What follows belongs to an exercise in optimizing a design on an open flow for small area, a short achievable clock period and few clock cycles per item; a production flow would make more cautious choices.
Where RTL was checked, it was by simulation tests only, not by an equivalence proof against the original.
The RTL of runs 1 and 2 was laid out without a check of its function.
No activity file was given, so power comes from the tool's default toggle rates.

==> flow/config.mk <==
export PLATFORM = sky130hd
export DESIGN_NAME = ewma_rtt_estimator
export DESIGN_NICKNAME = ewma_rtt_estimator
export VERILOG_FILES = /design/flow/design.v
export SDC_FILE = /design/flow/constraint.sdc
export NUM_CORES = 4
export LEC_CHECK = 0
export CAP_MARGIN = 20
export CORE_MARGIN = 2
export CORE_UTILIZATION = 40
export SLEW_MARGIN = 20
==> flow/constraint.sdc <==
create_clock -name core_clock -period 18.0 [get_ports {clk}]
set_input_delay 3.6000 -clock core_clock [delete_from_list [all_inputs] [get_ports {clk}]]
set_output_delay 3.6000 -clock core_clock [all_outputs]
set_load 0.01 [all_outputs]
==> flow/design.v <==
module ewma_rtt_estimator (
    input  wire        clk,
    input  wire        rst,
    input  wire        cmd_valid,
    output wire        cmd_ready,
    input  wire [1:0]  cmd_op,
    input  wire [63:0] cmd_data,
    output reg         done,
    output reg  [63:0] est_rtt,
    output reg  [63:0] dev_rtt,
    output reg  [63:0] timeout_interval,
    output reg         rtt_valid
);
    localparam [1:0] OP_UPDATE   = 2'd0;
    localparam [1:0] OP_WRITE_TO = 2'd1;
    localparam [1:0] OP_RESET    = 2'd2;
    localparam [1:0] OP_NOP      = 2'd3;
    localparam [63:0] INIT_TIMEOUT = 64'h0000_0000_0001_0000;  
    assign cmd_ready = 1'b1;
    reg        rst_q;
    reg        c_valid;
    reg [1:0]  c_op;
    reg [63:0] c_data;
    always @(posedge clk) begin
        rst_q   <= rst;
        c_valid <= cmd_valid && !rst;
        c_op    <= cmd_op;
        c_data  <= cmd_data;
    end
    reg [63:0] a_est;      
    reg        a_vld;      
    wire [63:0] S = c_data;
    wire a_upd   = c_valid && (c_op == OP_UPDATE);
    wire a_wto   = c_valid && (c_op == OP_WRITE_TO);
    wire a_rcmd  = c_valid && (c_op == OP_RESET);
    wire a_first = a_upd && !a_vld;    
    wire [67:0] u0 = {1'b0, a_est, 3'b000};
    wire [67:0] u1 = {4'b1111, ~a_est};
    wire [67:0] u2 = {4'b0000, S};
    wire [67:0] su = u0 ^ u1 ^ u2;
    wire [67:0] cu = {((u0[66:0] & u1[66:0]) | (u0[66:0] & u2[66:0]) | (u1[66:0] & u2[66:0])), 1'b1};
    wire [3:0]  lo3 = {1'b0, su[2:0]} + {1'b0, cu[2:0]};
    wire        c3  = lo3[3];
    wire [63:0] est_new;
    pfx_add #(.W(64)) add_est (.a(su[66:3]), .b(cu[66:3]), .cin(c3), .s(est_new), .co());
    wire [64:0] d0 = {1'b0, S};
    wire [64:0] d1 = ~su[67:3];
    wire [64:0] d2 = ~cu[67:3];
    wire [64:0] sd = d0 ^ d1 ^ d2;
    wire [64:0] cd = {((d0[63:0] & d1[63:0]) | (d0[63:0] & d2[63:0]) | (d1[63:0] & d2[63:0])), ~c3};
    wire [64:0] diff;
    pfx_add #(.W(65)) add_diff (.a(sd), .b(cd), .cin(1'b1), .s(diff), .co());
    wire        neg = diff[64];
    reg [63:0] b_mag;      
    reg        b_neg;
    reg        b_upd;      
    reg        b_load;     
    reg        b_dz;       
    reg        b_init;     
    reg        b_valid;
    always @(posedge clk) begin
        if (rst_q || a_rcmd) begin
            a_est <= 64'd0;
            a_vld <= 1'b0;
        end else if (a_upd) begin
            a_est <= a_vld ? est_new : S;
            a_vld <= 1'b1;
        end
        b_mag   <= (a_wto || a_first) ? S : (diff[63:0] ^ {64{neg}});
        b_neg   <= neg;
        b_upd   <= a_upd && a_vld;
        b_load  <= a_wto || a_first;
        b_dz    <= a_first || a_rcmd;
        b_init  <= a_rcmd;
        b_valid <= c_valid && !rst;
    end
    wire [65:0] t0 = {1'b0, dev_rtt, 1'b0};
    wire [65:0] t1 = {2'b00, dev_rtt};
    wire [65:0] t2 = {2'b00, b_mag};
    wire [65:0] x  = t0 ^ t1 ^ t2;
    wire [65:0] y  = {((t0[64:0] & t1[64:0]) | (t0[64:0] & t2[64:0]) | (t1[64:0] & t2[64:0])), b_neg};
    wire        c2 = (x[1] & y[1]) | ((x[1] ^ y[1]) & x[0] & y[0]);
    wire [63:0] dev_new;
    pfx_add #(.W(64)) add_dev (.a(x[65:2]), .b(y[65:2]), .cin(c2), .s(dev_new), .co());
    wire [66:0] v0 = {3'b000, a_est};
    wire [66:0] v1 = {1'b0, x[65:2], 2'b00};
    wire [66:0] v2 = {1'b0, y[65:2], 2'b00};
    wire [66:0] sv = v0 ^ v1 ^ v2;
    wire [66:0] cv = {((v0[65:0] & v1[65:0]) | (v0[65:0] & v2[65:0]) | (v1[65:0] & v2[65:0])), 1'b0};
    wire [66:0] qv = {cv[66:3], c2, cv[1:0]};    
    wire [63:0] to_lo;
    wire        to_co;
    pfx_add #(.W(64)) add_to (.a(sv[63:0]), .b(qv[63:0]), .cin(1'b0), .s(to_lo), .co(to_co));
    wire        ovf = to_co | (|sv[66:64]) | (|qv[66:64]);
    always @(posedge clk) begin
        done      <= b_valid && !rst;
        est_rtt   <= a_est;
        rtt_valid <= a_vld;
        if (rst_q || b_dz)
            dev_rtt <= 64'd0;
        else if (b_upd)
            dev_rtt <= dev_new;
        if (rst_q || b_init)
            timeout_interval <= INIT_TIMEOUT;
        else if (b_load)
            timeout_interval <= b_mag;
        else if (b_upd)
            timeout_interval <= to_lo | {64{ovf}};
    end
endmodule
module pfx_add #(parameter W = 64) (
    input  wire [W-1:0] a,
    input  wire [W-1:0] b,
    input  wire         cin,
    output wire [W-1:0] s,
    output wire         co
);
    wire [W-1:0] p = a ^ b;
    reg  [W-1:0] g, t, ng, nt;
    integer i, l, d;
    always @* begin
        g = a & b;
        t = p;
        g[0] = g[0] | (p[0] & cin);
        for (l = 1; l < W; l = l * 2) begin
            ng = g; nt = t;
            for (i = 0; i < W; i = i + 1)
                if (((i / l) % 2) == 1) begin
                    d = (i / l) * l - 1;
                    ng[i] = g[i] | (t[i] & g[d]);
                    nt[i] = t[i] & t[d];
                end
            g = ng; t = nt;
        end
    end
    assign s  = p ^ {g[W-2:0], cin};
    assign co = g[W-1];
endmodule
module carry_out #(parameter W = 64) (
    input  wire [W-1:0] a,
    input  wire [W-1:0] b,
    output wire         co
);
    reg [W-1:0] g, t;
    integer i, l;
    always @* begin
        g = a & b;
        t = a | b;
        for (l = 1; l < W; l = l * 2)
            for (i = 2 * l - 1; i < W; i = i + 2 * l) begin
                g[i] = g[i] | (t[i] & g[i-l]);
                t[i] = t[i] & t[i-l];
            end
    end
    function automatic top_carry;
        input [W-1:0] gg, tt;
        integer k, pos, sz;
        reg c;
        begin
            c = 1'b0;
            pos = 0;
            for (k = 30; k >= 0; k = k - 1) begin
                sz = 1 << k;
                if ((W & sz) != 0) begin
                    c = gg[pos + sz - 1] | (tt[pos + sz - 1] & c);
                    pos = pos + sz;
                end
            end
            top_carry = c;
        end
    endfunction
    assign co = top_carry(g, t);
endmodule
==> flow/flow/run.sh <==
#!/bin/bash
# The standard layout (standard synthesis and ORFS steps unchanged) with
# extra make settings from flow/settings.txt, one NAME=VALUE per line:
# timing repair aims for a setup slack margin, so it works towards a shorter
# achieved period at the design's clock period and constraints.
set -euo pipefail
args=()
while IFS= read -r line; do
  [[ -n "$line" && "$line" != \#* ]] && args+=("$line")
done < flow/settings.txt
bash standard.sh "${args[@]}" finish > standard_flow.log 2>&1
==> flow/flow/settings.txt <==
SETUP_SLACK_MARGIN=13.2
BUFFER_PORTS_ARGS=-buffer_cell sky130_fd_sc_hd__buf_1
CTS_ARGS=-sink_clustering_enable -repair_clock_nets -dont_use_dummy_load
==> flow/standard.sh <==
#!/bin/bash
# synth_recipe.tcl (not shown) runs the flow's synth.tcl, then flattens the netlist and writes it again
# the make line also repeats each setting of config.mk as NAME=value (left out here)
make -C /OpenROAD-flow-scripts/flow DESIGN_CONFIG=/design/flow/config.mk WORK_HOME=/design/flow/orfs CLKGATE_MAP_FILE= SYNTH_SCRIPT=/design/flow/synth_recipe.tcl "${@:-finish}"
==> results.txt, run 1 <==
largest net degree at the start of global routing 75; All-Layer GR Usage 0.2462; Worst R2R Start a_est[8]$_SDFFE_PP0P_; Combinational Power Share 0.492; reg2reg end b_mag[53]$_DFF_P_; top cell type's share of synthesized area 0.2694; DIE AREA roughly 76000 um^2; CTS Sinks between 300 and 400; Skew-Pair Late Insertion Delay ~600 ps; Synth Instances roughly 3200; top post-synthesis cells by area dfxtp_1, fa_1, ha_1, xnor2_1, inv_1; Critical path origin a_est[8]$_SDFFE_PP0P_; number of global-route vias before repair between 20000 and 25000; Synth area leader dfxtp_1; layout cells sized above 1 0.1460; setup TNS 0 ps; flop2flop setup slack roughly 13000 ps; first-pass GRT wire length 141.8 mm; initial antenna violation count 0; maxcap violations 0; Layout Skew about 32 ps; final antenna-violating net count 0; Max Root-Sink Buffers 3; via density per instance about 5.4; Initial Util 0.4044; root buf cell clkbuf_16; Min Hold Slack between 300 and 400 ps; critical path class reg2reg; CP Capture Point b_mag[53]$_DFF_P_; final wirelength approximately 94 mm; final instance area 34760 um^2; Cell Chain, Critical Path buf_4 -> fa_1 -> fa_1 -> ha_4 -> or4_4 -> o21ai_4 -> a2111oi_4 -> a211o_2 -> inv_4 -> o41ai_4 -> buf_4 -> a311o_1 -> a21oi_4 -> xnor2_4 -> buf_6 -> buf_12 -> clkbuf_16 -> xnor2_1 -> o21ai_1; peak fanout along the critical path 4; gpl congestion between 0.8 and 0.9; wire per inst about 21 um; Syn Nets 3766; count leader, synth dfxtp_1; Setup crit start kind register; Worst Setup End Kind register; CTS tree yes; pwr dens approximately 110 nW/um^2; unrepaired setup endpoints after global routing yes; clock network power share 0.217; Reg power frac 0.290; num ports around 260; Die Y 275.6 um; R2R depth 19; port bufs between 200 and 300; Int Pwr between 2 and 2.5 mW; Hold Path Cell Cnt 0; Avg Synthesized Cell Area slightly above 9 um^2; Cell Count, Final, Fillers Out about 4400; total number of vias between 20000 and 25000; CTS H-tree lvls 2; commonest register cell after synthesis dfxtp_1; Leak roughly 15 nW; Die Width ~280 um; Inserted Clock Buffers 50; Setup violations, final 0; Hold Path Class reg2reg; worst-margin pin slew 1090 ps; Fillers between 6000 and 7000; final count of hold timing violations 0; hold buffers post-CTS 0; most frequent cells after synthesis dfxtp_1, inv_1, fa_1; nets a little over 4000; Reg clk slew, reported paths approximately 60 ps; placed cell count 4299; DR iter-0 viols ~1500; fmax 202.8 MHz; YS warnings 3; # diodes 0; Worst path max stage delay 580 ps; Slew headroom 0.2728; min cycle time layout between 4000 and 5000 ps; Final Util 0.4765; global route overflow 0; Max VDD drop 0.08542 mV; Yosys cell types between 80 and 90; Core ar. about 73000 um^2; CP max stage cell fa_1; register area share after synthesis 0.2694; Rows between 90 and 100; DP Area about 31000 um^2; arrival time at the worst endpoint between 5000 and 6000 ps; period utilization 0.2739; sw frac 0.4009; Post-Syn Area 29500 um^2; post-synthesis async set-or-reset flop share 0; outcome finished clean; CP required about 18000 ps; #FFs+latches synth just under 400; DRC violations left 0; number of synthesized flops with an enable pin 0; post-detail-place hpwl about 72 mm; Pins Over Slew Limit 0; First-pass DRT Iterations 5; switching pwr about 1.6 mW; Area Overhead vs Synth 17.82%
[placed cells by master, fill, tap and decap left out, drive strengths merged, types with 16 or more instances in the layout]
master  count
dfxtp     397
buf       331
inv       322
fa        275
ha        269
nor2      235
a21oi     224
nand2     219
o21ai     209
xnor2     151
xor2      100
a21o       85
clkbuf     74
a211oi     48
mux2i      47
nor3       32
nand3      32
a311oi     29
a31oi      27
o21a       22
nand2b     22
nand4      20
and3       20
o21bai     20
and2       19
nor2b      19
o31ai      16
[how the worst min path moves through the flow]
stage / slack [ps] / from / end
5_1_grt: 400 / a_est[3]$_SDFFE_PP0P_ / est_rtt[3]$_DFF_P_
3_3_place_gp: 380 / a_est[36]$_SDFFE_PP0P_ / est_rtt[36]$_DFF_P_
4_1_cts: 390 / a_est[6]$_SDFFE_PP0P_ / est_rtt[6]$_DFF_P_
2_1_floorplan: 330 / a_vld$_SDFFE_PP0P_ / rtt_valid$_DFF_P_
3_5_place_dp: 380 / a_est[36]$_SDFFE_PP0P_ / est_rtt[36]$_DFF_P_
6_report: 390 / a_est[3]$_SDFFE_PP0P_ / est_rtt[3]$_DFF_P_
[critical path: cells and delay by family, from the launching register on]
family	cells	cell delay, ps
adder cells (fa/ha/maj)	3	1270
XOR/XNOR	2	300
flip-flops	1	350
buffers and inverters	6	850
AND/OR/NAND/NOR	1	530
AO/OA/AOI/OAI	7	1470
[power groups by stage]
stage | Sequential, mW | Clock [mW] | Combinational [mW]
after global routing | 1.14 | 0.903 | 2.13
after CTS | 1.13 | 0.874 | 1.83
final | 1.13 | 0.850 | 1.92
after detailed placement | 1.15 | 0 | 1.70
after floorplan | 1.08 | 0 | 1.36
after global placement | 1.15 | 0 | 1.69
[what timing repair did]
item,4_1_cts,5_1_grt
buffers inserted,31,30
resized for setup,299,145
endpoints found under the setup margin,283,195
cloned,6,2
pin swaps,39,60
[cell families (layout without fill, tap and decap cells)]
logic type,Yosys count,after routing,synth area share
AOI/OAI and AO/OA,813,814,0.1786
and+or+nand+nor,676,676,0.1044
adders and majority gates,544,544,0.3007
buffers and inverters,423,728,0.05572
DFF,397,397,0.2694
xor gates and xnor gates,251,251,0.07476
muxes,48,48,0.01633
other,1,1,0.0001271
[flip-flops by register name (all words and copies together) (netlist names), 2 cells and up]
name / flops
timeout_interval: 64
dev_rtt: 64
c_op: 2
c_data: 64
a_est: 64
est_rtt: 64
b_mag: 64
[area by class of cell]
cell class / instances / area (um^2) / share of cell area
timing repair buffer: 355 / 2037 / 0.05860
sequential: 397 / 8225 / 0.2366
clock buffer: 50 / 1251 / 0.03599
tap: 959 / 1200 / 0.03452
inverter: 323 / 1220 / 0.03509
multi-input combinational: 2334 / 20830 / 0.5992
[layer usage]
layer	global-route usage	share of wire
met1	0.3389	0.44
met2	0.3913	0.45
met5	0	0
met3	0.04889	0.076
met4	0.07240	0.031
[through the flow]
stage          power, mW  setup WS (ps)
6_report           3.906          13070
5_1_grt            4.172          12970
4_1_cts            3.841          13000
3_5_place_dp       2.854          12060
3_3_place_gp       2.844          12190
2_1_floorplan      2.441          13340
==> run 2, diff against run 1 <==
==> flow/flow/settings.txt (replaced) <==
SETUP_SLACK_MARGIN=13.05
BUFFER_PORTS_ARGS=-buffer_cell sky130_fd_sc_hd__buf_1
CTS_ARGS=-sink_clustering_enable -repair_clock_nets -dont_use_dummy_load
==> results.txt, run 2 <==
pwr dens 113.5 nW/um^2 (was 112.4 nW/um^2); Slew headroom 0.3329 (was 0.2728); Avg Synthesized Cell Area 9.358 um^2 (unchanged); first-pass GRT wire length 141.4 mm (was 141.8 mm); Inserted Clock Buffers 50 (unchanged); Skew-Pair Late Insertion Delay 600 ps (about the same); Post-Syn Area 29500 um^2 (unchanged); DRC violations left 0 (unchanged); Area Overhead vs Synth 16.96% (was 17.82%); port bufs 262 (unchanged); fmax 203.9 MHz (was 202.8 MHz); CTS Sinks 397 (unchanged); final antenna-violating net count 0 (unchanged); global route overflow 0 (unchanged); via density per instance 5.377 (was 5.421); arrival time at the worst endpoint 1310 ps (was 5380 ps); register area share after synthesis 0.2694 (unchanged); Synth Instances 3153 (unchanged); Worst path max stage delay 450 ps (was 580 ps); #FFs+latches synth 397 (unchanged); Syn Nets 3766 (unchanged); initial antenna violation count 0 (unchanged); root buf cell clkbuf_16 (unchanged); Fillers 6932 (was 6916); CTS H-tree lvls 2 (unchanged); critical path class reg2out (was reg2reg); Rows 99 (unchanged); Setup violations, final 0 (unchanged); layout cells sized above 1 0.1186 (was 0.1460); number of synthesized flops with an enable pin 0 (unchanged); Layout Skew 32.87 ps (was 32.06 ps); most common library cell in the layout ignoring fill and taps dfxtp_1 (was inv_1); Worst path top cell family by delay flip-flops (was compound AO/OA/AOI/OAI gates); wire per inst 21.31 um (was 21.36 um); gpl congestion 0.8926 (unchanged); Synth area leader dfxtp_1 (unchanged); top cell type's share of synthesized area 0.2694 (unchanged); top post-synthesis cells by area dfxtp_1, fa_1, ha_1, xnor2_1, inv_1 (unchanged); post-synthesis async set-or-reset flop share 0 (unchanged); min cycle time layout 4905 ps (was 4930 ps); worst-margin pin slew 999.5 ps (was 1090 ps); CP max stage cell dfxtp_1 (was fa_1); DIE AREA 75950 um^2 (unchanged); most frequent cells in the layout dfxtp_1, inv_1, fa_1, ha_1, buf_1 (was inv_1, fa_1, dfxtp_1, ha_1, nor2_1); # diodes 0 (unchanged); All-Layer GR Usage 0.2458 (was 0.2462); DR iter-0 viols 1592 (was 1485); CTS tree yes (unchanged); YS warnings 3 (unchanged); Final Util 0.4730 (was 0.4765); largest net degree at the start of global routing 75 (unchanged); Hold Path Class reg2reg (unchanged); Initial Util 0.4044 (unchanged); maxcap violations 0 (unchanged); hold buffers post-CTS 0 (unchanged); Pins Over Slew Limit 0 (unchanged); final count of hold timing violations 0 (unchanged); unrepaired setup endpoints after global routing yes (unchanged); final wirelength 94.26 mm (was 94.38 mm); Die Width 275.6 um (unchanged); Yosys cell types 84 (unchanged); nets 4079 (was 4074); Cell Chain, Critical Path buf_1 (was buf_4 -> fa_1 -> fa_1 -> ha_4 -> or4_4 -> o21ai_4 -> a2111oi_4 -> a211o_2 -> inv_4 -> o41ai_4 -> buf_4 -> a311o_1 -> a21oi_4 -> xnor2_4 -> buf_6 -> buf_12 -> clkbuf_16 -> xnor2_1 -> o21ai_1); Die Y 275.6 um (unchanged); Core ar. 72960 um^2 (unchanged); Leak 14.98 nW (was 15.20 nW); CP Buf/Inv Count 1 (was 6); Max Root-Sink Buffers 3 (unchanged); flop2flop setup slack 13130 ps (was 13070 ps); num ports 264 (unchanged); most frequent cells after synthesis dfxtp_1, inv_1, fa_1 (unchanged); CP required 14400 ps (was 18450 ps); outcome finished clean (unchanged); Max VDD drop 0.08539 mV (was 0.08542 mV); commonest register cell after synthesis dfxtp_1 (unchanged); peak fanout along the critical path 4 (unchanged); setup TNS 0 ps (unchanged); Worst Setup End Kind output port (was register); Reg clk slew, reported paths 60 ps (about the same); period utilization 0.2725 (was 0.2739); number of global-route vias before repair 23261 (was 23373); First-pass DRT Iterations 5 (unchanged); post-detail-place hpwl 72.24 mm (unchanged); count leader, synth dfxtp_1 (unchanged); Setup crit start kind register (unchanged); total number of vias 23781 (was 23952)
==> run 2: path summary, 6_finish.rpt <==
check                                start                  end  depth (start not counted)
setup reg to reg     a_est[8]$_SDFFE_PP0P_    b_mag[17]$_DFF_P_                         18
hold / removal      a_est[36]$_SDFFE_PP0P_  est_rtt[36]$_DFF_P_                          0
setup / recovery  dev_rtt[62]$_SDFFE_PP0P_          dev_rtt[62]                          1
hold reg to reg     a_est[36]$_SDFFE_PP0P_  est_rtt[36]$_DFF_P_                          0
==> run 2: timing repair <==
| item | 4_1_cts | 5_1_grt |
|---|---|---|
| gates cloned | 8 | 1 |
| setup endpoints to repair | 203 | 176 |
| pin swaps | 32 | 66 |
| buffers inserted | 31 | 34 |
| gates resized for setup | 156 | 158 |
==> run 2: cell type report <==
cell class / count / area (um^2) / area share
tap: 959 / 1200 / 0.03477
inverter: 323 / 1217 / 0.03528
clock buffer: 50 / 1251 / 0.03626
multi-input combinational: 2334 / 20720 / 0.6005
sequential: 397 / 8130 / 0.2356
timing repair buffer: 360 / 1988 / 0.05761
==> run 2: kinds of logic (layout without fill, tap and decap cells) <==
| family | Yosys count | in the layout | share of synthesized area |
|---|---|---|---|
| DFF | 397 | 397 | 0.2694 |
| buffers and inverters | 423 | 733 | 0.05572 |
| other | 1 | 1 | 0.0001271 |
| adders and majority gates | 544 | 544 | 0.3007 |
| muxes | 48 | 48 | 0.01633 |
| AOI/OAI and AO/OA | 813 | 814 | 0.1786 |
| xor gates and xnor gates | 251 | 251 | 0.07476 |
| and+or+nand+nor | 676 | 676 | 0.1044 |
==> run 2: layer usage <==
| layer | up-vias | GRT usage | wire length [um] |
|---|---|---|---|
| met5 | - | 0 | 0 |
| met4 | 0 | 0.07681 | 3043 |
| met3 | 141 | 0.04959 | 7022 |
| met2 | 707 | 0.3886 | 42480 |
| met1 | 11454 | 0.3378 | 41720 |
| li1 | 11479 | - | - |
==> run 2: stage by stage <==
stage	instances	power, mW	hold WS (ps)	setup slack, ps	area, um^2
final	4423	3.916	393.6	13090	34510
after global routing	4423	4.184	406.6	13030	34510
after CTS	4388	3.839	394.0	12980	33640
after detailed placement	4299	2.854	384.1	12060	31500
after global placement	4299	2.844	381.0	12190	31500
after floorplan	3153	2.441	329.0	13340	29500
==> run 2: power by group <==
| group | internal (mW) | switching [mW] | leakage (nW) |
|---|---|---|---|
| clock | 0.482 | 0.368 | 0.616 |
| combinational | 0.877 | 1.05 | 11.1 |
| sequential | 0.995 | 0.141 | 3.30 |
| total | 2.35 | 1.56 | 15.0 |
==> run 3, diff against run 2 <==
--- a/flow/design.v
+++ b/flow/design.v
@@ -51,5 +51,8 @@
     wire [64:0] diff;
     pfx_add #(.W(65)) add_diff (.a(sd), .b(cd), .cin(1'b1), .s(diff), .co());
-    wire        neg = diff[64];
+    wire [64:0] nx = {1'b0, a_est ^ S};
+    wire [64:0] ny = {a_est | ~S, 1'b0};
+    wire        neg;
+    carry_out #(.W(65)) cmp_neg (.a(nx), .b(ny), .co(neg));
     reg [63:0] b_mag;      
     reg        b_neg;
==> flow/flow/settings.txt (replaced) <==
SETUP_SLACK_MARGIN=13.2
BUFFER_PORTS_ARGS=-buffer_cell sky130_fd_sc_hd__buf_1
CTS_ARGS=-sink_clustering_enable -repair_clock_nets -dont_use_dummy_load
==> results.txt, run 3 <==
Slew headroom 0.1507 (was 0.3329); Reg clk slew, reported paths 50 ps (was 60 ps); layout cells sized above 1 0.09431 (was 0.1186); fmax 209.4 MHz (was 203.9 MHz); final instance area 34980 um^2 (was 34510 um^2); #FFs+latches synth 397 (unchanged); Worst path top cell family by delay flip-flops (unchanged); setup ws final 13220 ps (was 13090 ps); Initial Util 0.4052 (was 0.4044); CTS Sinks 397 (unchanged); outcome finished clean (unchanged); top post-synthesis cells by area dfxtp_1, fa_1, ha_1, xnor2_1, inv_1 (unchanged); clock network power share 0.222 (was 0.217); DP Area 32940 um^2 (was 31500 um^2); most frequent cells after synthesis dfxtp_1, inv_1, ha_1 (was dfxtp_1, inv_1, fa_1); final wirelength 99.60 mm (was 94.26 mm); nets 4225 (was 4079); post-detail-place hpwl 78.21 mm (was 72.24 mm); Avg Synthesized Cell Area 9.371 um^2 (was 9.358 um^2); Core ar. 76200 um^2 (was 72960 um^2); initial antenna violation count 6 (was 0); min cycle time layout 4776 ps (was 4905 ps); via density per instance 5.470 (was 5.377); largest net degree at the start of global routing 84 (was 75); Reg power frac 0.310 (was 0.290); CTS tree yes (unchanged); Setup crit start kind register (unchanged); Post-Syn Area 30880 um^2 (was 29500 um^2); Cell Chain, Critical Path buf_2 (was buf_1); maxcap violations 0 (unchanged); Max VDD drop 0.07722 mV (was 0.08539 mV); port bufs 262 (unchanged); DR iter-0 viols 1985 (was 1592); Yosys cell types 84 (unchanged); DIE AREA 79430 um^2 (was 75950 um^2); top cell type's share of synthesized area 0.2574 (was 0.2694); All-Layer GR Usage 0.2499 (was 0.2458); wire per inst 21.73 um (was 21.31 um); pwr dens 107.1 nW/um^2 (was 113.5 nW/um^2); setup TNS 0 ps (unchanged); CP required 14400 ps (about the same); Syn Nets 3966 (was 3766); commonest register cell after synthesis dfxtp_1 (unchanged); CTS H-tree lvls 2 (unchanged); arrival time at the worst endpoint 1180 ps (was 1310 ps); Synth Instances 3295 (was 3153); num ports 264 (unchanged); post-synthesis async set-or-reset flop share 0 (unchanged); Max Root-Sink Buffers 3 (unchanged); flop2flop setup slack 13310 ps (was 13130 ps); number of synthesized flops with an enable pin 0 (unchanged); Worst path max stage delay 410 ps (was 450 ps); first-pass GRT wire length 150.5 mm (was 141.4 mm); Die Y 281.8 um (was 275.6 um); Inserted Clock Buffers 48 (was 50); root buf cell clkbuf_16 (unchanged); YS warnings 4 (was 3); Combinational Power Share 0.468 (was 0.493); WP depth 1 (unchanged); R2R depth 17 (was 18); most frequent cells in the layout inv_1, ha_1, dfxtp_1, fa_1, a21oi_1 (was dfxtp_1, inv_1, fa_1, ha_1, buf_1); Int Pwr 2.219 mW (was 2.353 mW); Layout Skew 53.33 ps (was 32.87 ps); count leader, synth dfxtp_1 (unchanged); Leak 15.61 nW (was 14.98 nW); First-pass DRT Iterations 6 (was 5); Worst Setup End Kind output port (unchanged); register area share after synthesis 0.2574 (was 0.2694); Synth area leader dfxtp_1 (unchanged); period utilization 0.2654 (was 0.2725); unrepaired setup endpoints after global routing yes (unchanged); CP Buf/Inv Count 1 (unchanged); most common library cell in the layout ignoring fill and taps inv_1 (was dfxtp_1); Die Width 281.8 um (was 275.6 um); CP max stage cell dfxtp_1 (unchanged); Hold Path Cell Cnt 0 (unchanged); Hold Path Class reg2reg (unchanged); Rows 101 (was 99); final antenna-violating net count 0 (unchanged); Pins Over Slew Limit 0 (unchanged); critical path class reg2out (unchanged); sw frac 0.4077 (was 0.3990); switching pwr 1.527 mW (was 1.562 mW); Final Util 0.4590 (was 0.4730); Area Overhead vs Synth 13.29% (was 16.96%); gpl congestion 0.9553 (was 0.8926); global route overflow 0 (unchanged); final count of hold timing violations 0 (unchanged); Skew-Pair Late Insertion Delay 600 ps (about the same); DRC violations left 0 (unchanged); Setup violations, final 0 (unchanged); total number of vias 25076 (was 23781); peak fanout along the critical path 2 (was 4); worst-margin pin slew 1273 ps (was 999.5 ps); number of global-route vias before repair 24488 (was 23261); Place WS 12430 ps (was 12060 ps)
## run 3: cell count changes after synthesis, sizes merged, moves of 11 or more
| cell | before | now |
|---|---|---|
| a211oi | 48 | 63 |
| a21o | 85 | 123 |
| a21oi | 224 | 239 |
| a311oi | 28 | 3 |
| a31oi | 27 | 15 |
| ha | 269 | 328 |
| inv | 322 | 337 |
| nand4 | 20 | 32 |
| nor2 | 235 | 185 |
| nor3 | 32 | 47 |
| o21ai | 209 | 220 |
| o221ai | 7 | 42 |
## run 3: logic make-up after synthesis
family / synth area share
simple gates: 0.09511
flops: 0.2574
other cells: 0.0001214
fa+ha+maj: 0.3128
compound gates: 0.1936
buf+inv: 0.05402
xor+xnor: 0.07168
mux: 0.01528
## run 3: timing repair
item | 4_1_cts | 5_1_grt
pin swaps | 13 | 25
gates resized for setup | 176 | 97
buffers inserted | 12 | 11
endpoints found under the hold margin | 0 | 0
cloned | 1 | 0
hold buffers | 0 | 0
setup endpoints to repair | 234 | 157
## run 3: area by class of cell
class,instances,area (um^2)
fillers,7393,41220
multi-input cells,2465,21650
flip-flops and latches,397,8102
repair buffers,304,1456
well taps,1030,1289
inverters,338,1272
clock buffers,48,1201
diodes,2,5.005
## run 3: worst paths after layout
path	to	startpoint
worst max-delay path	timeout_interval[15]	timeout_interval[15]$_SDFFE_PP0P_
worst min-delay path	est_rtt[1]$_DFF_P_	a_est[1]$_SDFFE_PP0P_
worst max register to register	dev_rtt[43]$_SDFFE_PP0P_	dev_rtt[1]$_SDFFE_PP0P_
worst min register to register	est_rtt[1]$_DFF_P_	a_est[1]$_SDFFE_PP0P_
## run 3: stage by stage
| stage | power (mW) | cells | hold WS [ps] |
|---|---|---|---|
| floorplan | 2.406 | 3295 | 329.0 |
| global placement | 2.844 | 4510 | 398.8 |
| detailed placement | 2.846 | 4510 | 398.5 |
| CTS | 3.718 | 4571 | 403.6 |
| global route | 4.014 | 4582 | 401.8 |
| finish | 3.746 | 4584 | 391.2 |
## run 3: routing by layer
| layer | vias up | GRT usage | wire [um] |
|---|---|---|---|
| met3 | 128 | 0.04682 | 7237 |
| met4 | 2 | 0.06478 | 2597 |
| li1 | 12004 | - | - |
| met5 | - | 0 | 10 |
| met2 | 783 | 0.3602 | 40960 |
| met1 | 12159 | 0.3791 | 48790 |
## run 3: power groups by stage
stage | sequential (mW) | combinational [mW] | clock (mW)
detailed placement | 1.17 | 1.67 | 0
CTS | 1.16 | 1.71 | 0.852
finish | 1.16 | 1.75 | 0.831
global placement | 1.18 | 1.67 | 0
floorplan | 1.08 | 1.32 | 0
global route | 1.17 | 1.96 | 0.883
Testbench counts of run 3, summed over its fixed seeds: cycles 12,016, items 12,000.
==> run 4, diff against run 3 <==
==> flow/flow/settings.txt (replaced) <==
SETUP_SLACK_MARGIN=13.2
BUFFER_PORTS_ARGS=-buffer_cell sky130_fd_sc_hd__buf_1
CTS_ARGS=-sink_clustering_enable -repair_clock_nets -dont_use_dummy_load -root_buf sky130_fd_sc_hd__clkbuf_16 -buf_list sky130_fd_sc_hd__clkbuf_8
==> results.txt, run 4 <==
port bufs 262 (unchanged); pwr dens 106.4 nW/um^2 (was 107.1 nW/um^2); min cycle time layout 4763 ps (was 4776 ps); CTS H-tree lvls 3 (was 2); layout cells sized above 1 0.09584 (was 0.09431); Worst Setup End Kind output port (unchanged); Worst R2R Start a_est[2]$_SDFFE_PP0P_ (was dev_rtt[1]$_SDFFE_PP0P_); final count of hold timing violations 0 (unchanged); Reg clk slew, reported paths 50 ps (about the same); Slew headroom 0.1718 (was 0.1507); commonest register cell after synthesis dfxtp_1 (unchanged); gpl congestion 0.9553 (unchanged); All-Layer GR Usage 0.2511 (was 0.2499); DIE AREA 79430 um^2 (unchanged); peak fanout along the critical path 4 (was 2); worst-margin pin slew 1241 ps (was 1273 ps); count leader, synth dfxtp_1 (unchanged); Worst path top cell family by delay flip-flops (unchanged); critical path class reg2out (unchanged); num ports 264 (unchanged); R2R depth 14 (was 17); unrepaired setup endpoints after global routing no (was yes); Hold Path Cell Cnt 0 (unchanged); Fillers 7420 (was 7393); Inserted Clock Buffers 76 (was 48); reg2reg end b_mag[5]$_DFF_P_ (was dev_rtt[43]$_SDFFE_PP0P_); final wirelength 99.84 mm (was 99.60 mm); post-synthesis async set-or-reset flop share 0 (unchanged); Max VDD drop 0.05451 mV (was 0.07722 mV); via density per instance 5.479 (was 5.470); Setup crit start kind register (unchanged); number of synthesized flops with an enable pin 0 (unchanged); largest net degree at the start of global routing 84 (unchanged); Layout Skew 63.50 ps (was 53.33 ps); multi-input logic area 21690 um^2 (was 21650 um^2); YS warnings 4 (unchanged); most common library cell in the layout ignoring fill and taps inv_1 (unchanged); Worst path max stage delay 380 ps (was 410 ps); CP required 14400 ps (about the same); period utilization 0.2646 (was 0.2654); wire per inst 21.65 um (was 21.73 um); Setup violations, final 0 (unchanged); Die Y 281.8 um (unchanged); Pins Over Slew Limit 0 (unchanged); CTS Sinks 397 (unchanged); flop2flop setup slack 13330 ps (was 13310 ps); Rows 101 (unchanged); Die Width 281.8 um (unchanged); Initial Util 0.4052 (unchanged); root buf cell clkbuf_16 (unchanged); Skew-Pair Late Insertion Delay 590 ps (was 600 ps); number of global-route vias before repair 24699 (was 24488); global route overflow 0 (unchanged); DR iter-0 viols 1855 (was 1985); Leak 15.51 nW (was 15.61 nW); #FFs+latches synth 397 (unchanged); Synth area leader dfxtp_1 (unchanged); CP max stage cell dfxtp_2 (was dfxtp_1); most frequent cells in the layout inv_1, ha_1, dfxtp_1, fa_1, a21oi_1 (unchanged); top post-synthesis cells by area dfxtp_1, fa_1, ha_1, xnor2_1, inv_1 (unchanged); Hold Path Class reg2reg (unchanged); Max Root-Sink Buffers 3 (unchanged); Core ar. 76200 um^2 (unchanged); DRC violations left 0 (unchanged); arrival time at the worst endpoint 1160 ps (was 1180 ps); nets 4252 (was 4225); DP Area 32940 um^2 (unchanged); Avg Synthesized Cell Area 9.371 um^2 (unchanged); Synth Instances 3295 (unchanged); Area Overhead vs Synth 12.89% (was 13.29%); setup TNS 0 ps (unchanged); initial antenna violation count 2 (was 6); final antenna-violating net count 0 (unchanged); Yosys cell types 84 (unchanged); First-pass DRT Iterations 8 (was 6); fmax 210.0 MHz (was 209.4 MHz); Cell Chain, Critical Path buf_1 (was buf_2); register area share after synthesis 0.2574 (unchanged); CTS tree yes (unchanged); final instance area 34860 um^2 (was 34980 um^2); top cell type's share of synthesized area 0.2574 (unchanged); first-pass GRT wire length 150.9 mm (was 150.5 mm); total number of vias 25268 (was 25076); Post-Syn Area 30880 um^2 (unchanged); Syn Nets 3966 (unchanged); most frequent cells after synthesis dfxtp_1, inv_1, ha_1 (unchanged); outcome finished clean (unchanged); maxcap violations 0 (unchanged); hold wc startpoint a_est[5]$_SDFFE_PP0P_ (was a_est[1]$_SDFFE_PP0P_); hold endpoint est_rtt[5]$_DFF_P_ (was est_rtt[1]$_DFF_P_); post-detail-place hpwl 78.21 mm (unchanged); register area 8068 um^2 (was 8102 um^2); CP Buf/Inv Count 1 (unchanged)
run 4: cell type report:
class | count | share of cell area
inverter | 338 | 0.03651
sequential | 397 | 0.2315
antenna | 3 | 0.0002154
timing repair buffer | 302 | 0.03967
multi-input combinational | 2466 | 0.6223
tap | 1030 | 0.03697
clock buffer | 76 | 0.03292
run 4: worst max-delay path by stage:
stage	from	endpoint	slack [ps]	depth (start not counted)
floorplan	a_est[3]$_SDFFE_PP0P_	b_mag[60]$_DFF_P_	13510	17
global placement	a_est[3]$_SDFFE_PP0P_	b_mag[60]$_DFF_P_	12470	17
detailed placement	a_est[3]$_SDFFE_PP0P_	b_mag[60]$_DFF_P_	12430	17
CTS	a_est[18]$_SDFFE_PP0P_	b_mag[63]$_DFF_P_	13140	16
global route	a_est[1]$_SDFFE_PP0P_	a_est[46]$_SDFFE_PP0P_	13130	20
finish	dev_rtt[4]$_SDFFE_PP0P_	dev_rtt[4]	13240	1
run 4: kinds of logic (layout without fill, tap and decap cells):
kind of cell | count (synthesis) | in the layout | synth area share
compound gates | 917 | 917 | 0.1936
xor+xnor | 251 | 251 | 0.07168
fa+ha+maj | 609 | 609 | 0.3128
buf+inv | 434 | 716 | 0.05402
flops | 397 | 397 | 0.2574
mux | 47 | 47 | 0.01528
other cells | 1 | 4 | 0.0001214
simple gates | 639 | 641 | 0.09511
run 4: routing by layer:
metal,wire length [um],track usage,up-vias,share of wire
met5,0,0,-,0
met2,40990,0.3613,874,0.41
li1,-,-,12065,-
met1,48030,0.3772,12193,0.48
met3,8289,0.04897,136,0.083
met4,2523,0.07297,0,0.025
run 4: through the flow:
step                total power, mW  instances  utilization  worst slack, ps  hold slack, ps
floorplan                     2.406       3295            -            13510           329.0
global placement              2.844       4510       0.4322            12470           398.8
detailed placement            2.846       4510       0.4323            12430           398.5
CTS                           3.674       4597       0.4531            13140           387.7
global route                  3.982       4609       0.4573            13130           390.7
finish                        3.707       4612       0.4574            13240           390.5
run 4: what timing repair did:
| item | 4_1_cts | 5_1_grt |
|---|---|---|
| hold endpoints to repair | 0 | 0 |
| hold buffers | 0 | 0 |
| cloned | 2 | 0 |
| endpoints found under the setup margin | 228 | 128 |
| pin swaps | 15 | 23 |
| buffers inserted | 9 | 12 |
| gates resized for setup | 153 | 80 |
run 4: report_power, final:
group	total, mW	internal [mW]	leakage (nW)	switching (mW)
registers	1.16	0.995	3.31	0.169
clock network	0.791	0.416	0.593	0.375
logic	1.75	0.762	11.6	0.990
total	3.71	2.17	15.5	1.53
==> run 5, diff against run 4 <==
==> flow/flow/settings.txt (replaced) <==
SETUP_SLACK_MARGIN=13.2
BUFFER_PORTS_ARGS=-buffer_cell sky130_fd_sc_hd__buf_1
CTS_ARGS=-sink_clustering_enable -repair_clock_nets -dont_use_dummy_load -root_buf sky130_fd_sc_hd__clkbuf_16 -buf_list sky130_fd_sc_hd__clkbuf_8
TNS_END_PERCENT=20
==> results.txt, run 5 <==
CTS H-tree lvls 3 (unchanged); largest net degree at the start of global routing 84 (unchanged); Leak 15.44 nW (was 15.51 nW); Reg clk slew, reported paths 50 ps (about the same); number of global-route vias before repair 24625 (was 24699); post-synthesis async set-or-reset flop share 0 (unchanged); wire per inst 21.58 um (was 21.65 um); final wirelength 99.70 mm (was 99.84 mm); top cell type's share of synthesized area 0.2574 (unchanged); CP max stage cell dfxtp_1 (was dfxtp_2); Die Width 281.8 um (unchanged); Hold Path Class reg2reg (unchanged); first-pass GRT wire length 150.4 mm (was 150.9 mm); min cycle time layout 4876 ps (was 4763 ps); Inserted Clock Buffers 76 (unchanged); Yosys cell types 84 (unchanged); outcome finished clean (unchanged); CTS Sinks 397 (unchanged); R2R depth 14 (unchanged); hold wc startpoint a_est[5]$_SDFFE_PP0P_ (unchanged); Worst path max stage delay 460 ps (was 380 ps); reg2reg end b_mag[7]$_DFF_P_ (was b_mag[5]$_DFF_P_); First-pass DRT Iterations 5 (was 8); final antenna-violating net count 0 (unchanged); unrepaired setup endpoints after global routing yes (was no); register area share after synthesis 0.2574 (unchanged); DR iter-0 viols 1855 (unchanged); Die Y 281.8 um (unchanged); post-detail-place hpwl 78.21 mm (unchanged); initial antenna violation count 2 (unchanged); final count of hold timing violations 0 (unchanged); Synth area leader dfxtp_1 (unchanged); nets 4260 (was 4252); Setup crit start kind register (unchanged); most common library cell in the layout ignoring fill and taps dfxtp_1 (was inv_1); Worst path top cell family by delay flip-flops (unchanged); Core ar. 76200 um^2 (unchanged); Cell Chain, Critical Path buf_2 (was buf_1); fmax 205.1 MHz (was 210.0 MHz); DIE AREA 79430 um^2 (unchanged); flop2flop setup slack 13210 ps (was 13330 ps); via density per instance 5.448 (was 5.479); Tot Pwr 3.713 mW (was 3.707 mW); global route overflow 0 (unchanged); gpl congestion 0.9553 (unchanged); commonest register cell after synthesis dfxtp_1 (unchanged); Avg Synthesized Cell Area 9.371 um^2 (unchanged); All-Layer GR Usage 0.2505 (was 0.2511); most frequent cells in the layout dfxtp_1, inv_1, ha_1, fa_1, buf_1 (was inv_1, ha_1, dfxtp_1, fa_1, a21oi_1); top post-synthesis cells by area dfxtp_1, fa_1, ha_1, xnor2_1, inv_1 (unchanged); arrival time at the worst endpoint 1280 ps (was 1160 ps); CTS tree yes (unchanged); root buf cell clkbuf_16 (unchanged); Synth Instances 3295 (unchanged); port bufs 262 (unchanged); Skew-Pair Late Insertion Delay 590 ps (about the same); Worst Setup End Kind output port (unchanged); CP required 14400 ps (about the same); num ports 264 (unchanged); period utilization 0.2709 (was 0.2646); number of synthesized flops with an enable pin 0 (unchanged); critical path class reg2out (unchanged); setup ws final 13120 ps (was 13240 ps); most frequent cells after synthesis dfxtp_1, inv_1, ha_1 (unchanged); Initial Util 0.4052 (unchanged); Hold Path Cell Cnt 0 (unchanged); Syn Nets 3966 (unchanged); Layout Skew 67.61 ps (was 63.50 ps); layout cells sized above 1 0.08001 (was 0.09584); Final Util 0.4569 (was 0.4574); maxcap violations 0 (unchanged); worst-margin pin slew 1256 ps (was 1241 ps); total number of vias 25170 (was 25268); #FFs+latches synth 397 (unchanged); Slew headroom 0.1617 (was 0.1718); Max Root-Sink Buffers 3 (unchanged); hold endpoint est_rtt[5]$_DFF_P_ (unchanged); Rows 101 (unchanged); YS warnings 4 (unchanged); Area Overhead vs Synth 12.75% (was 12.89%); setup TNS 0 ps (unchanged); count leader, synth dfxtp_1 (unchanged); DRC violations left 0 (unchanged); peak fanout along the critical path 4 (unchanged); CP Buf/Inv Count 1 (unchanged); pwr dens 106.7 nW/um^2 (was 106.4 nW/um^2); Setup violations, final 0 (unchanged); Worst R2R Start a_est[2]$_SDFFE_PP0P_ (unchanged); Place WS 12430 ps (unchanged); Post-Syn Area 30880 um^2 (unchanged); Min Hold Slack 388.0 ps (was 390.5 ps); Pins Over Slew Limit 0 (unchanged); Max VDD drop 0.05420 mV (was 0.05451 mV)
-- run 5: cell types whose count changed in the layout (fill, tap and decap cells not counted), moves of 3 or more --
| cell | previous run | this run |
|---|---|---|
| o21ai_0 | 198 | 201 |
| dfxtp_1 | 307 | 349 |
| dfxtp_2 | 87 | 45 |
| a21oi_1 | 229 | 232 |
| a21oi_2 | 8 | 5 |
| buf_1 | 220 | 238 |
| o21ai_1 | 16 | 13 |
| buf_2 | 29 | 21 |
| clkbuf_2 | 7 | 3 |
| buf_4 | 40 | 43 |
-- run 5: power breakdown --
part,internal [mW],total (mW),leakage (nW),switching (mW)
registers,0.995,1.16,3.28,0.170
logic,0.768,1.76,11.6,0.990
clock network,0.416,0.791,0.593,0.375
total,2.18,3.71,15.4,1.53
-- run 5: how the worst max path moves through the flow --
| stage | startpoint | cells after the start | slack [ps] | to |
|---|---|---|---|---|
| 5_1_grt | dev_rtt[34]$_SDFFE_PP0P_ | 1 | 13090 | dev_rtt[34] |
| 2_1_floorplan | a_est[3]$_SDFFE_PP0P_ | 17 | 13510 | b_mag[60]$_DFF_P_ |
| 4_1_cts | dev_rtt[37]$_SDFFE_PP0P_ | 1 | 13090 | dev_rtt[37] |
| 3_5_place_dp | a_est[3]$_SDFFE_PP0P_ | 17 | 12430 | b_mag[60]$_DFF_P_ |
| 3_3_place_gp | a_est[3]$_SDFFE_PP0P_ | 17 | 12470 | b_mag[60]$_DFF_P_ |
| 6_report | dev_rtt[37]$_SDFFE_PP0P_ | 1 | 13120 | dev_rtt[37] |
-- run 5: kinds of logic after synthesis --
| family | share of synthesized area |
|---|---|
| adder cells (fa/ha/maj) | 0.3128 |
| other | 0.0001214 |
| AO/OA/AOI/OAI | 0.1936 |
| buffers and inverters | 0.05402 |
| flip-flops | 0.2574 |
| XOR/XNOR | 0.07168 |
| multiplexers | 0.01528 |
| AND/OR/NAND/NOR | 0.09511 |
-- run 5: cell type report --
cell class	instances	area (um^2)
Fill cell	7433	41390
Multi-Input combinational cell	2466	21680
Sequential cell	397	8015
Timing Repair Buffer	310	1405
Tap cell	1030	1289
Inverter	338	1275
Clock buffer	76	1147
Antenna cell	3	7.507
-- run 5: layer usage --
layer,GRT usage,wire (um),vias up
met5,0,0,-
met4,0.07433,2676,0
met3,0.04798,7741,139
met2,0.3590,40820,832
met1,0.3775,48460,12136
li1,-,-,12063
-- run 5: stage by stage --
step | instance area [um^2] | instances
final | 34810 | 4620
after global routing | 34810 | 4617
after global placement | 32940 | 4510
after detailed placement | 32940 | 4510
after floorplan | 30880 | 3295
after CTS | 34320 | 4593
-- run 5: timing repair --
| action | CTS | global route |
|---|---|---|
| endpoints found under the setup margin | 228 | 219 |
| hold buffers | 0 | 0 |
| gates cloned | 2 | 0 |
| resized for setup | 59 | 103 |
| setup buffers | 5 | 24 |
| pin swaps | 9 | 28 |
==> run 6, diff against run 5 <==
--- a/flow/design.v
+++ b/flow/design.v
@@ -21,14 +21,15 @@
     reg        c_valid;
     reg [1:0]  c_op;
-    reg [63:0] c_data;
+    reg [63:0] c_data_n;   
     always @(posedge clk) begin
         rst_q   <= rst;
         c_valid <= cmd_valid && !rst;
         c_op    <= cmd_op;
-        c_data  <= cmd_data;
+        c_data_n <= ~cmd_data;
     end
     reg [63:0] a_est;      
     reg        a_vld;      
-    wire [63:0] S = c_data;
+    wire [63:0] Sn = c_data_n;
+    wire [63:0] S  = ~c_data_n;
     wire a_upd   = c_valid && (c_op == OP_UPDATE);
     wire a_wto   = c_valid && (c_op == OP_WRITE_TO);
@@ -44,13 +45,13 @@
     wire [63:0] est_new;
     pfx_add #(.W(64)) add_est (.a(su[66:3]), .b(cu[66:3]), .cin(c3), .s(est_new), .co());
-    wire [64:0] d0 = {1'b0, S};
-    wire [64:0] d1 = ~su[67:3];
-    wire [64:0] d2 = ~cu[67:3];
+    wire [64:0] d0 = {1'b1, Sn};
+    wire [64:0] d1 = su[67:3];
+    wire [64:0] d2 = cu[67:3];
     wire [64:0] sd = d0 ^ d1 ^ d2;
-    wire [64:0] cd = {((d0[63:0] & d1[63:0]) | (d0[63:0] & d2[63:0]) | (d1[63:0] & d2[63:0])), ~c3};
-    wire [64:0] diff;
-    pfx_add #(.W(65)) add_diff (.a(sd), .b(cd), .cin(1'b1), .s(diff), .co());
+    wire [64:0] cd = {((d0[63:0] & d1[63:0]) | (d0[63:0] & d2[63:0]) | (d1[63:0] & d2[63:0])), c3};
+    wire [64:0] fdiff;
+    pfx_add #(.W(65)) add_diff (.a(sd), .b(cd), .cin(1'b0), .s(fdiff), .co());
     wire [64:0] nx = {1'b0, a_est ^ S};
-    wire [64:0] ny = {a_est | ~S, 1'b0};
+    wire [64:0] ny = {a_est | Sn, 1'b0};
     wire        neg;
     carry_out #(.W(65)) cmp_neg (.a(nx), .b(ny), .co(neg));
@@ -70,5 +71,5 @@
             a_vld <= 1'b1;
         end
-        b_mag   <= (a_wto || a_first) ? S : (diff[63:0] ^ {64{neg}});
+        b_mag   <= (a_wto || a_first) ? S : (fdiff[63:0] ^ {64{~neg}});
         b_neg   <= neg;
         b_upd   <= a_upd && a_vld;
==> flow/flow/settings.txt (replaced) <==
SETUP_SLACK_MARGIN=13.2
BUFFER_PORTS_ARGS=-buffer_cell sky130_fd_sc_hd__buf_1
CTS_ARGS=-sink_clustering_enable -repair_clock_nets -dont_use_dummy_load -root_buf sky130_fd_sc_hd__clkbuf_16 -buf_list sky130_fd_sc_hd__clkbuf_8
--- a/flow/config.mk
+++ b/flow/config.mk
@@ -9,3 +9,4 @@
 export CORE_MARGIN = 2
 export CORE_UTILIZATION = 40
+export PLACE_DENSITY = 0.7
 export SLEW_MARGIN = 20
==> results.txt, run 6 <==
Pins Over Slew Limit 0 (unchanged); DP Area 32360 um^2 (was 32940 um^2); most frequent cells after synthesis dfxtp_1, ha_1, a21oi_1, inv_1, fa_1 (was dfxtp_1, inv_1, ha_1); commonest register cell after synthesis dfxtp_1 (unchanged); Die Y 279.7 um (was 281.8 um); CTS Sinks 397 (unchanged); register area share after synthesis 0.2614 (was 0.2574); Core ar. 75570 um^2 (was 76200 um^2); Synth area leader dfxtp_1 (unchanged); maxcap violations 0 (unchanged); top cell type's share of synthesized area 0.2614 (was 0.2574); final wirelength 94.64 mm (was 99.70 mm); largest net degree at the start of global routing 97 (was 84); First-pass DRT Iterations 8 (was 5); Cell Chain, Critical Path buf_1 (was buf_2); wire per inst 21.47 um (was 21.58 um); DR iter-0 viols 1887 (was 1855); peak fanout along the critical path 4 (unchanged); arrival time at the worst endpoint 1190 ps (was 1280 ps); min cycle time layout 4793 ps (was 4876 ps); layout cells sized above 1 0.09621 (was 0.08001); DRC violations left 0 (unchanged); CP required 14400 ps (about the same); port bufs 262 (unchanged); final instance area 34040 um^2 (was 34810 um^2); DIE AREA 78230 um^2 (was 79430 um^2); top post-synthesis cells by area dfxtp_1, fa_1, ha_1, xnor2_1, a21oi_1 (was dfxtp_1, fa_1, ha_1, xnor2_1, inv_1); Max Used Layer met5 (was met4); Setup violations, final 0 (unchanged); YS warnings 4 (unchanged); Skew-Pair Late Insertion Delay 580 ps (was 590 ps); pwr dens 109.1 nW/um^2 (was 106.7 nW/um^2); #FFs+latches synth 397 (unchanged); via density per instance 5.648 (was 5.448); Tot Pwr 3.714 mW (was 3.713 mW); Leak 14.65 nW (was 15.44 nW); period utilization 0.2663 (was 0.2709); root buf cell clkbuf_16 (unchanged); most frequent cells in the layout ha_1, dfxtp_1, inv_1, a21oi_1, fa_1 (was dfxtp_1, inv_1, ha_1, fa_1, buf_1); Worst path max stage delay 420 ps (was 460 ps); WL met3 8.346 mm (was 7.741 mm); CTS tree yes (unchanged); Layout Skew 55.67 ps (was 67.61 ps); All-Layer GR Usage 0.2389 (was 0.2505); first-pass GRT wire length 142.9 mm (was 150.4 mm); total number of vias 24896 (was 25170); M1 WL 43.07 mm (was 48.46 mm); number of global-route vias before repair 24108 (was 24625); Rows 101 (unchanged); number of synthesized flops with an enable pin 0 (unchanged); post-detail-place hpwl 75.50 mm (was 78.21 mm); count leader, synth dfxtp_1 (unchanged); Worst path top cell family by delay flip-flops (unchanged); Reg clk slew, reported paths 60 ps (was 50 ps); Hold Path Class reg2reg (unchanged); Die Width 279.7 um (was 281.8 um); Yosys cell types 84 (unchanged); # diodes 0 (was 3); unrepaired setup endpoints after global routing yes (unchanged); gpl congestion 0.9518 (was 0.9553); post-synthesis async set-or-reset flop share 0 (unchanged); Syn Nets 3825 (was 3966); Initial Util 0.4023 (was 0.4052); final antenna-violating net count 0 (unchanged); worst-margin pin slew 1049 ps (was 1256 ps); Area Overhead vs Synth 11.95% (was 12.75%); Max VDD drop 0.06355 mV (was 0.05420 mV); global route overflow 0 (unchanged); Max Root-Sink Buffers 3 (unchanged); Synth Instances 3169 (was 3295); final count of hold timing violations 0 (unchanged); hold buffers post-CTS 0 (unchanged); most common library cell in the layout ignoring fill and taps ha_1 (was dfxtp_1); Setup crit start kind register (unchanged); critical path class reg2out (unchanged); CTS H-tree lvls 3 (unchanged); nets 4088 (was 4260); Slew headroom 0.2996 (was 0.1617); outcome finished clean (unchanged); num ports 264 (unchanged); flop2flop setup slack 13290 ps (was 13210 ps); Post-Syn Area 30410 um^2 (was 30880 um^2); setup TNS 0 ps (unchanged); Worst Setup End Kind output port (unchanged); WL met2 39.28 mm (was 40.82 mm); initial antenna violation count 1 (was 2); CP max stage cell dfxtp_2 (was dfxtp_1); fmax 208.7 MHz (was 205.1 MHz); Avg Synthesized Cell Area 9.595 um^2 (was 9.371 um^2); Inserted Clock Buffers 74 (was 76); CP Buf/Inv Count 1 (unchanged)
run 6: cell types whose count changed in the layout (fill, tap and decap cells not counted), moves of 25 or more:
cell,previous run,this run
nor2_1,177,224
nand2_1,219,142
a21oi_1,232,275
dfxtp_2,45,77
o21ai_0,201,129
inv_1,335,277
a21o_1,122,68
buf_1,238,208
a211oi_1,61,86
dfxtp_1,349,304
run 6: worst paths after layout:
check | startpoint | end | cells after the start
hold reg to reg | a_est[20]$_SDFFE_PP0P_ | est_rtt[20]$_DFF_P_ | 0
setup / recovery | dev_rtt[31]$_SDFFE_PP0P_ | dev_rtt[31] | 1
hold / removal | a_est[20]$_SDFFE_PP0P_ | est_rtt[20]$_DFF_P_ | 0
setup reg to reg | a_est[2]$_SDFFE_PP0P_ | a_est[54]$_SDFFE_PP0P_ | 19
run 6: cells by family after synthesis:
kind of cell,synth area share
adder cells (fa/ha/maj),0.3112
multiplexers,0.02074
AND/OR/NAND/NOR,0.08926
flip-flops,0.2614
buffers and inverters,0.04778
other,0.0001233
XOR/XNOR,0.07691
AO/OA/AOI/OAI,0.1926
run 6: final cells by class:
cell class	count	area, um^2
fill	7240	41530
multi-input combinational	2393	21270
sequential	397	8104
timing repair buffer	287	1272
tap	978	1224
clock buffer	74	1120
inverter	279	1047
run 6: timing repair:
item                                    4_1_cts  5_1_grt
setup buffers                                 6        3
endpoints found under the hold margin         0        0
pin swaps                                     5       16
resized for setup                           141       77
cloned                                        0        1
endpoints found under the setup margin      161      106
run 6: per-layer routing:
layer	global-route usage	up-vias
li1	-	11707
met1	0.3431	11955
met2	0.3454	1058
met3	0.05221	174
met4	0.09845	2
met5	0	-
run 6: power breakdown:
part / internal [mW] / switching (mW)
logic: 0.789 / 1.00
registers: 0.994 / 0.149
clock network: 0.407 / 0.370
run 6: through the flow:
stage	worst slack, ps	util	cells	hold WS [ps]
after floorplan	13640	-	3169	373.1
final	13210	0.4504	4408	358.4
after global placement	12710	0.4282	4324	384.5
after global routing	13100	0.4504	4408	368.3
after CTS	13200	0.4471	4404	352.6
after detailed placement	12650	0.4282	4324	385.1
Testbench counts of run 6, summed over its fixed seeds: cycles 12,016, items 12,000.
==> run 7, diff against run 6 <==
--- a/flow/config.mk
+++ b/flow/config.mk
@@ -9,4 +9,3 @@
 export CORE_MARGIN = 2
 export CORE_UTILIZATION = 40
-export PLACE_DENSITY = 0.7
 export SLEW_MARGIN = 20
==> results.txt, run 7 <==
#FFs+latches synth 397 (unchanged); area share of and/or/nand/nor cells after synthesis 0.08926 (unchanged); DP Area 32390 um^2 (was 32360 um^2); via density per instance 5.598 (was 5.648); critical path class reg2out (unchanged); switching pwr 1.518 mW (was 1.524 mW); Min Hold Slack 400.7 ps (was 358.4 ps); total number of vias 24753 (was 24896); YS warnings 4 (unchanged); Worst path top cell family by delay flip-flops (unchanged); post-detail-place hpwl 77.00 mm (was 75.50 mm); WP depth 1 (unchanged); peak fanout along the critical path 2 (was 4); unrepaired setup endpoints after global routing yes (unchanged); hold buffers post-CTS 0 (unchanged); DR iter-0 viols 1937 (was 1887); final antenna-violating net count 0 (unchanged); Reg power frac 0.309 (was 0.308); first-pass GRT wire length 146.6 mm (was 142.9 mm); outcome finished clean (unchanged); CTS Sinks 397 (unchanged); final count of hold timing violations 0 (unchanged); number of synthesized flops with an enable pin 0 (unchanged); Synth Area in XOR/XNOR 0.07691 (unchanged); Layout Skew 60.47 ps (was 55.67 ps); Hold Path Cell Cnt 0 (unchanged); Rows 101 (unchanged); Worst Setup End Kind output port (unchanged); Syn Nets 3825 (unchanged); Pins Over Slew Limit 0 (unchanged); DRC violations left 0 (unchanged); Synth Instances 3169 (unchanged); Cell Chain, Critical Path buf_1 (unchanged); Yosys cell types 84 (unchanged); top cell type's share of synthesized area 0.2614 (unchanged); setup TNS 0 ps (unchanged); gpl congestion 0.9509 (was 0.9518); # diodes 0 (unchanged); most frequent cells in the layout ha_1, dfxtp_1, a21oi_1, inv_1, fa_1 (was ha_1, dfxtp_1, inv_1, a21oi_1, fa_1); commonest register cell after synthesis dfxtp_1 (unchanged); DIE AREA 78230 um^2 (unchanged); register area share after synthesis 0.2614 (unchanged); CTS H-tree lvls 3 (unchanged); Max Root-Sink Buffers 3 (unchanged); maxcap violations 0 (unchanged); most frequent cells after synthesis dfxtp_1, ha_1, a21oi_1, inv_1, fa_1 (unchanged); Reg clk slew, reported paths 50 ps (was 60 ps); CP required 14400 ps (about the same); global route overflow 0 (unchanged); Cell Count, Final, Fillers Out 4422 (was 4408); Synth Area in Adders 0.3112 (unchanged); Area Overhead vs Synth 12.46% (was 11.95%); largest net degree at the start of global routing 65 (was 97); Setup violations, final 0 (unchanged); worst-margin pin slew 1060 ps (was 1049 ps); count leader, synth dfxtp_1 (unchanged); Die Width 279.7 um (unchanged); final instance area 34200 um^2 (was 34040 um^2); Final Util 0.4525 (was 0.4504); mux share of post-synthesis cell area 0.02074 (unchanged); final wirelength 96.84 mm (was 94.64 mm); setup ws final 13240 ps (was 13210 ps); Synth Area in Compound Gates 0.1926 (unchanged); Avg Synthesized Cell Area 9.595 um^2 (unchanged); period utilization 0.2647 (was 0.2663); Slew headroom 0.2905 (was 0.2996); num ports 264 (unchanged); Hold Path Class reg2reg (unchanged); fmax 209.9 MHz (was 208.7 MHz); wire per inst 21.90 um (was 21.47 um); number of global-route vias before repair 24055 (was 24108); sw frac 0.4090 (was 0.4104); CTS tree yes (unchanged); Max VDD drop 0.05576 mV (was 0.06355 mV); CP Buf/Inv Count 1 (unchanged); placed cell count 4327 (was 4324); R2R depth 15 (was 19); root buf cell clkbuf_16 (unchanged); clock network power share 0.208 (was 0.209); most common library cell in the layout ignoring fill and taps ha_1 (unchanged); First-pass DRT Iterations 5 (was 8); Fillers 7438 (was 7240); layout cells sized above 1 0.1019 (was 0.09621); Int Pwr 2.194 mW (was 2.190 mW); Synth area leader dfxtp_1 (unchanged); Core ar. 75570 um^2 (unchanged); nets 4102 (was 4088); top post-synthesis cells by area dfxtp_1, fa_1, ha_1, xnor2_1, a21oi_1 (unchanged); Combinational Power Share 0.483 (about the same); Initial Util 0.4023 (unchanged); Leak 14.68 nW (was 14.65 nW); Tot Pwr 3.713 mW (was 3.714 mW); min cycle time layout 4764 ps (was 4793 ps); Place WS 12450 ps (was 12650 ps); All-Layer GR Usage 0.2464 (was 0.2389); arrival time at the worst endpoint 1160 ps (was 1190 ps); Setup crit start kind register (unchanged); initial antenna violation count 1 (unchanged); port bufs 262 (unchanged); pwr dens 108.6 nW/um^2 (was 109.1 nW/um^2); Die Y 279.7 um (unchanged); post-synthesis async set-or-reset flop share 0 (unchanged); largest family of logic cells by synthesized area adder cells (unchanged); Post-Syn Area 30410 um^2 (unchanged); Worst path max stage delay 430 ps (was 420 ps); CP max stage cell dfxtp_1 (was dfxtp_2); Skew-Pair Late Insertion Delay 590 ps (was 580 ps); Inserted Clock Buffers 74 (unchanged)
## run 7: cell counts after synthesis
No cell type changed its count.
## run 7: worst paths after layout
| check | end | slack, ps | startpoint |
|---|---|---|---|
| setup / recovery | timeout_interval[62] | 13240 | timeout_interval[62]$_SDFFE_PP0P_ |
| hold / removal | est_rtt[3]$_DFF_P_ | 400 | a_est[3]$_SDFFE_PP0P_ |
| setup reg to reg | b_mag[58]$_DFF_P_ | 13330 | a_est[7]$_SDFFE_PP0P_ |
| hold reg to reg | est_rtt[3]$_DFF_P_ | 400 | a_est[3]$_SDFFE_PP0P_ |
## run 7: cells by family after synthesis
family | Yosys count
other | 1
multiplexers | 63
XOR/XNOR | 267
AND/OR/NAND/NOR | 588
adder cells (fa/ha/maj) | 593
AO/OA/AOI/OAI | 880
flip-flops | 397
buffers and inverters | 380
## run 7: layout make-up
class                   instances  area [um^2]  area share
flip-flops and latches        397         8119      0.2374
well taps                     978         1224     0.03578
clock buffers                  74         1120     0.03275
repair buffers                301         1370     0.04007
multi-input cells            2393        21320      0.6233
inverters                     279         1047     0.03063
## run 7: metal layers
layer / global-route usage / vias to the layer above / routed length [um]
met5: 0 / - / 18
met4: 0.07747 / 2 / 2866
met3: 0.05229 / 147 / 8026
met2: 0.3555 / 863 / 39870
met1: 0.3646 / 12005 / 46070
li1: - / 11736 / -
## run 7: power groups by stage
stage | Clock (mW) | Combinational [mW] | Sequential (mW)
2_1_floorplan | 0 | 1.38 | 1.08
4_1_cts | 0.804 | 1.76 | 1.14
6_report | 0.773 | 1.79 | 1.15
5_1_grt | 0.833 | 2.01 | 1.15
3_5_place_dp | 0 | 1.73 | 1.16
3_3_place_gp | 0 | 1.72 | 1.16
## run 7: timing repair
action	4_1_cts	5_1_grt
pin swaps	11	30
setup endpoints to repair	172	113
resized for setup	145	87
setup buffers	8	12
gates cloned	1	0
==> run 8, diff against run 7 <==
==> flow/flow/settings.txt (replaced) <==
SETUP_SLACK_MARGIN=13.2
BUFFER_PORTS_ARGS=-buffer_cell sky130_fd_sc_hd__buf_1
CTS_ARGS=-sink_clustering_enable -repair_clock_nets -dont_use_dummy_load -root_buf sky130_fd_sc_hd__clkbuf_16 -buf_list sky130_fd_sc_hd__clkbuf_4
==> results.txt, run 8 <==
wire per inst 21.73 um (was 21.90 um); Hold Path Cell Cnt 0 (unchanged); port bufs 262 (unchanged); unrepaired setup endpoints after global routing yes (unchanged); sw frac 0.4157 (was 0.4090); final wirelength 96.95 mm (was 96.84 mm); All-Layer GR Usage 0.2462 (was 0.2464); Setup crit start kind register (unchanged); final antenna-violating net count 0 (unchanged); register area share after synthesis 0.2614 (unchanged); Worst Setup End Kind output port (unchanged); Inserted Clock Buffers 113 (was 74); YS warnings 4 (unchanged); Leak 14.79 nW (was 14.68 nW); Layout Skew 73.44 ps (was 60.47 ps); fmax 209.7 MHz (was 209.9 MHz); via density per instance 5.556 (was 5.598); final count of hold timing violations 0 (unchanged); arrival time at the worst endpoint 1170 ps (was 1160 ps); First-pass DRT Iterations 5 (unchanged); Syn Nets 3825 (unchanged); most frequent cells after synthesis dfxtp_1, ha_1, a21oi_1, inv_1, fa_1 (unchanged); switching pwr 1.520 mW (was 1.518 mW); CTS H-tree lvls 3 (unchanged); Cell Chain, Critical Path buf_2 (was buf_1); Synth area leader dfxtp_1 (unchanged); Synth Instances 3169 (unchanged); most common library cell in the layout ignoring fill and taps ha_1 (unchanged); first-pass GRT wire length 146.5 mm (was 146.6 mm); worst-margin pin slew 1075 ps (was 1060 ps); Reg clk slew, reported paths 60 ps (was 50 ps); Skew-Pair Late Insertion Delay 610 ps (was 590 ps); post-synthesis async set-or-reset flop share 0 (unchanged); period utilization 0.2649 (was 0.2647); Yosys cell types 84 (unchanged); global route overflow 0 (unchanged); Max Root-Sink Buffers 3 (unchanged); Final Util 0.4516 (was 0.4525); Die Width 279.7 um (unchanged); Slew headroom 0.2804 (was 0.2905); most frequent cells in the layout ha_1, dfxtp_1, a21oi_1, inv_1, fa_1 (unchanged); DRC violations left 0 (unchanged); number of synthesized flops with an enable pin 0 (unchanged); nets 4140 (was 4102); min cycle time layout 4768 ps (was 4764 ps); largest net degree at the start of global routing 65 (unchanged); CP Buf/Inv Count 1 (unchanged); outcome finished clean (unchanged); Worst path top cell family by delay flip-flops (unchanged)
[run 8: cell counts after synthesis]
No cell type changed its count.
[run 8: worst max-delay path by stage]
stage | start | to | cells after the start
global route | a_est[3]$_SDFFE_PP0P_ | b_mag[63]$_DFF_P_ | 18
floorplan | a_est[3]$_SDFFE_PP0P_ | b_mag[61]$_DFF_P_ | 17
CTS | dev_rtt[41]$_SDFFE_PP0P_ | dev_rtt[41] | 1
global placement | dev_rtt[2]$_SDFFE_PP0P_ | timeout_interval[41]$_SDFFE_PP0P_ | 16
finish | timeout_interval[30]$_SDFFE_PP0P_ | timeout_interval[30] | 1
detailed placement | dev_rtt[2]$_SDFFE_PP0P_ | timeout_interval[41]$_SDFFE_PP0P_ | 16
[run 8: power by group through the flow]
stage               clock network (mW)  logic [mW]  registers (mW)
floorplan                            0        1.38            1.08
global placement                     0        1.72            1.16
detailed placement                   0        1.73            1.16
CTS                              0.748        1.76            1.14
global route                     0.783        2.01            1.15
finish                           0.719        1.79            1.15
[run 8: stage by stage]
step | std cells | area [um^2] | total power [mW] | setup WS (ps)
after global placement | 4327 | 32390 | 2.879 | 12460
after CTS | 4449 | 33790 | 3.646 | 13200
final | 4461 | 34130 | 3.657 | 13230
after floorplan | 3169 | 30410 | 2.467 | 13640
after detailed placement | 4327 | 32390 | 2.888 | 12450
after global routing | 4460 | 34130 | 3.946 | 13170
[run 8: per-layer routing]
layer / part of all wire / vias up / global-route usage
met5: 0.00033 / - / 0
li1: - / 11840 / -
met2: 0.41 / 864 / 0.3549
met4: 0.030 / 4 / 0.07500
met3: 0.084 / 193 / 0.06130
met1: 0.48 / 11883 / 0.3598
[run 8: what timing repair did]
item                       4_1_cts  5_1_grt
gates resized for setup        166       90
pin swaps                        9       24
setup endpoints to repair      176      137
buffers inserted                 9       11
[run 8: cell families after synthesis]
kind of cell	Yosys count	share of synthesized area
buffers and inverters	380	0.04778
xor gates and xnor gates	267	0.07691
and+or+nand+nor	588	0.08926
other	1	0.0001233
AOI/OAI and AO/OA	880	0.1926
muxes	63	0.02074
adders and majority gates	593	0.3112
DFF	397	0.2614
[run 8: layout make-up]
type                    count  area (um^2)  share of cell area
multi-input cells        2392        21300              0.6242
flip-flops and latches    397         8135              0.2384
repair buffers            301         1410             0.04132
well taps                 978         1224             0.03585
inverters                 279         1047             0.03069
clock buffers             113         1006             0.02948
diodes                      1        2.502          0.00007332

Check on run 8: ideal ports give 13.232 ns setup slack; a clkbuf_16 on the clock port and buf_2 on the inputs give 13.165 ns; moving port delays by the midpoint clock arrival (0.644 ns) as well gives 13.315 ns.
